Background: an optimization exercise with open tools, aiming at small area and a short achievable clock period. Do not read the settings as production practice. Function was checked by simulation only, so behaviour that the tests miss may differ from the original.

==> run M <==
## rlwe_alu
module rlwe_alu (
    input  wire        clk,
    input  wire        rst,         
    input  wire        in_valid,
    input  wire [2:0]  in_op,
    input  wire [31:0] in_a,
    input  wire [31:0] in_b,
    input  wire [31:0] in_c,
    output wire        out_valid,
    output wire [31:0] out_y0,
    output wire [31:0] out_y1
);
export LEC_CHECK = 0
export CAP_MARGIN = 20
export CORE_MARGIN = 2
export CORE_UTILIZATION = 40
export CTS_CLUSTER_DIAMETER = 90
export CTS_CLUSTER_SIZE = 40
export SLEW_MARGIN = 20
export SYNTH_HIERARCHICAL = 1
export SYNTH_MINIMUM_KEEP_SIZE = 0
create_clock -name core_clock -period 26.0 [get_ports {clk}]
standard.sh (not shown) runs the stock make flow with config.mk's settings and CLKGATE_MAP_FILE= SYNTH_SCRIPT=/design/flow/synth_recipe.tcl, a recipe that flattens the netlist after the stock synthesis.
==> flow/flow/run.sh <==
#!/bin/bash
# The standard layout, with every port buffered by a plain buf_2 instead of
# the delay buffer buffer_ports picks by default.
set -euo pipefail
export BUFFER_PORTS_ARGS="-buffer_cell sky130_fd_sc_hd__buf_2"
bash standard.sh > standard_make.log 2>&1
==> run K (differences from run M) <==
- CORE_UTILIZATION: 40 -> 60
- CTS_CLUSTER_DIAMETER: 90 -> not set
- CTS_CLUSTER_SIZE: 40 -> not set
==> results.txt <==
* Worst reg-to-reg path cell count at 24
* Signal buf overhead at 0.0269
* Worst-Margin Slew at 0.992 ns
* Buffers, non-clock at 189
* Clk cell area share at 0.0282
* Fmax achieved at 157 MHz
* Pre-CTS WS at 19.85 ns
* Row count at 110
* Outcome: no timing/DRC/antenna violations
* Worst Hold Launch: op0[0]$_DFF_P_
That was run M.
==> results.txt <==
* Outcome: no timing/DRC/antenna violations
* Clk cell area share at 0.0364
* Row count at 90
* Buffers, non-clock at 195
* Worst reg-to-reg path cell count at 18
* Worst-Margin Slew at 1.07 ns
* CORE AREA at 0.0600 mm2
* Fmax achieved at 159 MHz
That was run K.

========
==> try-tundra: inputs <==
rlwe_alu, a different RTL version from the one above (not shown whole).
clock: 26.0 ns
lec_check: 0
cap_margin: 20
core_margin: 2
core_utilization: 40
cts_cluster_diameter: 70
cts_cluster_size: 30
slew_margin: 20
synth_hierarchical: 1
synth_minimum_keep_size: 0
Scripts as last shown in full above: flow/flow/run.sh
==> try-raven (differences from try-tundra) <==
--- a/flow/design.v
+++ b/flow/design.v
@@ -2331,21 +2331,16 @@
     rlwe_g u_k1470_28 (.gh(n1498), .ph(n1497), .gl(k1470_20g), .g(k1470_28g));
     wire k1470_29g;
     rlwe_g u_k1470_29 (.gh(n1502), .ph(n1501), .gl(k1470_16g), .g(k1470_29g));
     wire [17:0] t1 = {n1503 ^ k1470_29g, n1501 ^ k1470_16g, n1499 ^ k1470_28g, n1497 ^ k1470_20g, n1495 ^ k1470_27g, n1493 ^ k1470_17g, n1491 ^ k1470_26g, n1489 ^ k1470_19g, n1487 ^ k1470_25g, n1485 ^ k1470_14g, n1483 ^ k1470_24g, n1481 ^ k1470_18g, n1479 ^ k1470_23g, n1477 ^ k1470_10g, n1475 ^ k1470_22g, n1473 ^ k1470_1g, n1471 ^ 1'b0, n1434};
     reg v4;
     always @(posedge clk) v4 <= rst ? 1'b0 : v3;
     wire smul3 = op3 == 3'd1;
-    wire [4:0] sel3 = {op3 == 3'd1,
-                       op3 == 3'd5 || op3 == 3'd6,
-                       op3 == 3'd4,
-                       op3 == 3'd0 || op3 == 3'd5 || op3 == 3'd6,
-                       op3 == 3'd2 || op3 == 3'd3 || op3 == 3'd4};
-    reg  [4:0] sel4;
-    always @(posedge clk) sel4 <= sel3;
+    reg  [2:0] op4;
+    always @(posedge clk) op4 <= op3;
     reg  [17:0] t04;
     always @(posedge clk) t04 <= smul3 ? {2'd0, p3[15:0]} : t0;
     reg  [17:0] t14;
     always @(posedge clk) t14 <= smul3 ? {2'd0, p3[31:16]} : t1;
     wire [13:0] y0c_s_t =
         ({14{t04[17:13] == 5'd1}} & 14'd8192) |
         ({14{t04[17:13] == 5'd2}} & 14'd4095) |
@@ -2698,18 +2693,33 @@
     wire k1584_24g;
     rlwe_g u_k1584_24 (.gh(n1604), .ph(n1603), .gl(k1584_18g), .g(k1584_24g));
     wire k1584_25g;
     rlwe_g u_k1584_25 (.gh(n1608), .ph(n1607), .gl(k1584_16g), .g(k1584_25g));
     wire k1584_26g = (~y1c_s[14] & k1584_19g);
     wire [15:0] y1c_d = {~y1c_s[14] ^ k1584_26g, ~y1c_s[14] ^ k1584_19g, y1c_s[13] ^ k1584_25g, n1607 ^ k1584_16g, n1605 ^ k1584_24g, n1603 ^ k1584_18g, n1601 ^ k1584_23g, n1599 ^ k1584_13g, n1597 ^ k1584_22g, n1595 ^ k1584_17g, n1593 ^ k1584_21g, n1591 ^ k1584_9g, n1589 ^ k1584_20g, n1587 ^ k1584_1g, n1585 ^ 1'b0, ~y1c_s[0]};
     wire [13:0] y1c = y1c_d[15] ? y1c_s[13:0] : y1c_d[13:0];
-    wire [13:0] y0r = ({14{sel4[0]}} & y0c) | ({14{sel4[1]}} & y1c);
-    wire [13:0] y1r = ({14{sel4[2]}} & y1c) | ({14{sel4[3]}} & y0c);
-    wire [31:0] y0m = sel4[4] ? {t14[15:0], t04[15:0]} : {18'd0, y0r};
-    wire [31:0] y1m = {18'd0, y1r};
+    reg [31:0] y0m, y1m;
+    always @(*) begin
+        y0m = 32'd0;
+        y1m = 32'd0;
+        case (op4)
+            3'd0:       y0m = {18'd0, y1c};
+            3'd1:       y0m = {t14[15:0], t04[15:0]};
+            3'd2, 3'd3: y0m = {18'd0, y0c};
+            3'd4: begin
+                y0m = {18'd0, y0c};
+                y1m = {18'd0, y1c};
+            end
+            3'd5, 3'd6: begin
+                y0m = {18'd0, y1c};
+                y1m = {18'd0, y0c};
+            end
+            default: ;
+        endcase
+    end
     reg v5;
     always @(posedge clk) v5 <= rst ? 1'b0 : v4;
     reg  [31:0] y05;
     always @(posedge clk) y05 <= y0m;
     reg  [31:0] y15;
     always @(posedge clk) y15 <= y1m;
     assign out_valid = v5;
==> flow/config.mk (replaced) <==
export PLATFORM = sky130hd
export DESIGN_NAME = rlwe_alu
export DESIGN_NICKNAME = rlwe_alu
export VERILOG_FILES = /design/flow/design.v
export SDC_FILE = /design/flow/constraint.sdc
export NUM_CORES = 4
export LEC_CHECK = 0
export CAP_MARGIN = 20
export CORE_MARGIN = 2
export CORE_UTILIZATION = 40
export SLEW_MARGIN = 20
export SYNTH_HIERARCHICAL = 1
export SYNTH_MINIMUM_KEEP_SIZE = 0
==> try-cedar (differences from try-tundra) <==
==> flow/config.mk (replaced) <==
export PLATFORM = sky130hd
export DESIGN_NAME = rlwe_alu
export DESIGN_NICKNAME = rlwe_alu
export VERILOG_FILES = /design/flow/design.v
export SDC_FILE = /design/flow/constraint.sdc
export NUM_CORES = 4
export LEC_CHECK = 0
export CAP_MARGIN = 20
export CORE_MARGIN = 2
export CORE_UTILIZATION = 40
export CTS_CLUSTER_DIAMETER = 80
export CTS_CLUSTER_SIZE = 35
export SLEW_MARGIN = 20
export SYNTH_HIERARCHICAL = 1
export SYNTH_MINIMUM_KEEP_SIZE = 0
==> results.txt <==
|  | try-raven | try-tundra | try-cedar |
|---|---|---|---|
| Synth Area in Compound Gates | 16.7% | 16.8% | 16.8% |
| Cts bufs inserted | 44 | 35 | 31 |
| Slew headroom | 33.1% | 27.1% | 26.1% |
| Synthesized area | 36300 sq um | 35700 sq um | 35700 sq um |
| Number of cells on the worst reg-to-reg path | 24 | 19 | 19 |
| CP arrival | 1.09 ns | 1.11 ns | 1.16 ns |
| Multi-input combinational cell count | 2832 | 2768 | 2768 |
| Global-route wire length before repair | 151000 um | 145000 um | 145000 um |
| Place WS | 19.85 ns | 19.81 ns | 19.81 ns |
| Area of the multi-input gates | 27700 sq um | 27200 sq um | 27200 sq um |
| Adder-Cell Fraction of Synth Area | 38.2% | 38.8% | 38.8% |
| Actual slew at the worst max-slew pin | 1.00 ns | 1.09 ns | 1.11 ns |
| DRC violation total after the first TritonRoute iteration | 1651 | 1634 | 1513 |
| Count of clock-net buffers in the final layout | 60 | 37 | 31 |
| Die area | 93100 sq um | 91600 sq um | 91600 sq um |
| Final non-filler cell area | 39400 sq um | 38600 sq um | 38500 sq um |
| Post-layout minimum cycle time | 6.29 ns | 6.31 ns | 6.36 ns |
| Run status | finished clean | finished clean | finished clean |
| Share of final layout cell area taken by clock buffers and inverters | 3.81% | 3.36% | 3.23% |
| Met1 Track Usage GR | 26.1% | 26.1% | 26.1% |
| Number of buffers outside the clock class in the layout | 189 | 174 | 174 |

## afterwards: timing with drivers on the ports
How much do the figures lean on ideal ports? The routed layouts below were timed once more, with nothing changed but the port constraints. Step 1 sets driving cells, clkbuf_16 on the clock port and buf_2 on the other inputs (assumed; they add their load-dependent delay and slew). Step 2 adds t to the input delays and takes it off the output delays; t is the mean of the earliest and latest rising clock arrival at the registers after step 1. Input paths then give back, and output paths get back, about the clock's delay inside the block. Three values: no drivers, after step 1, after step 2; two values: the first two.
run	t, ns	setup slack, ns	worst slew at a driven data input, ns
run M	0.701	19.646 / 19.586 / 19.749	0.04
run K	0.629	19.691 / 19.630 / 19.790	0.04
try-tundra	0.635	19.693 / 19.627 / 19.985	0.14
try-raven	0.682	19.709 / 19.644 / 19.795	0.04
try-cedar	0.685	19.638 / 19.573 / 19.987	0.15
After both steps setup and hold are still met in every run listed.
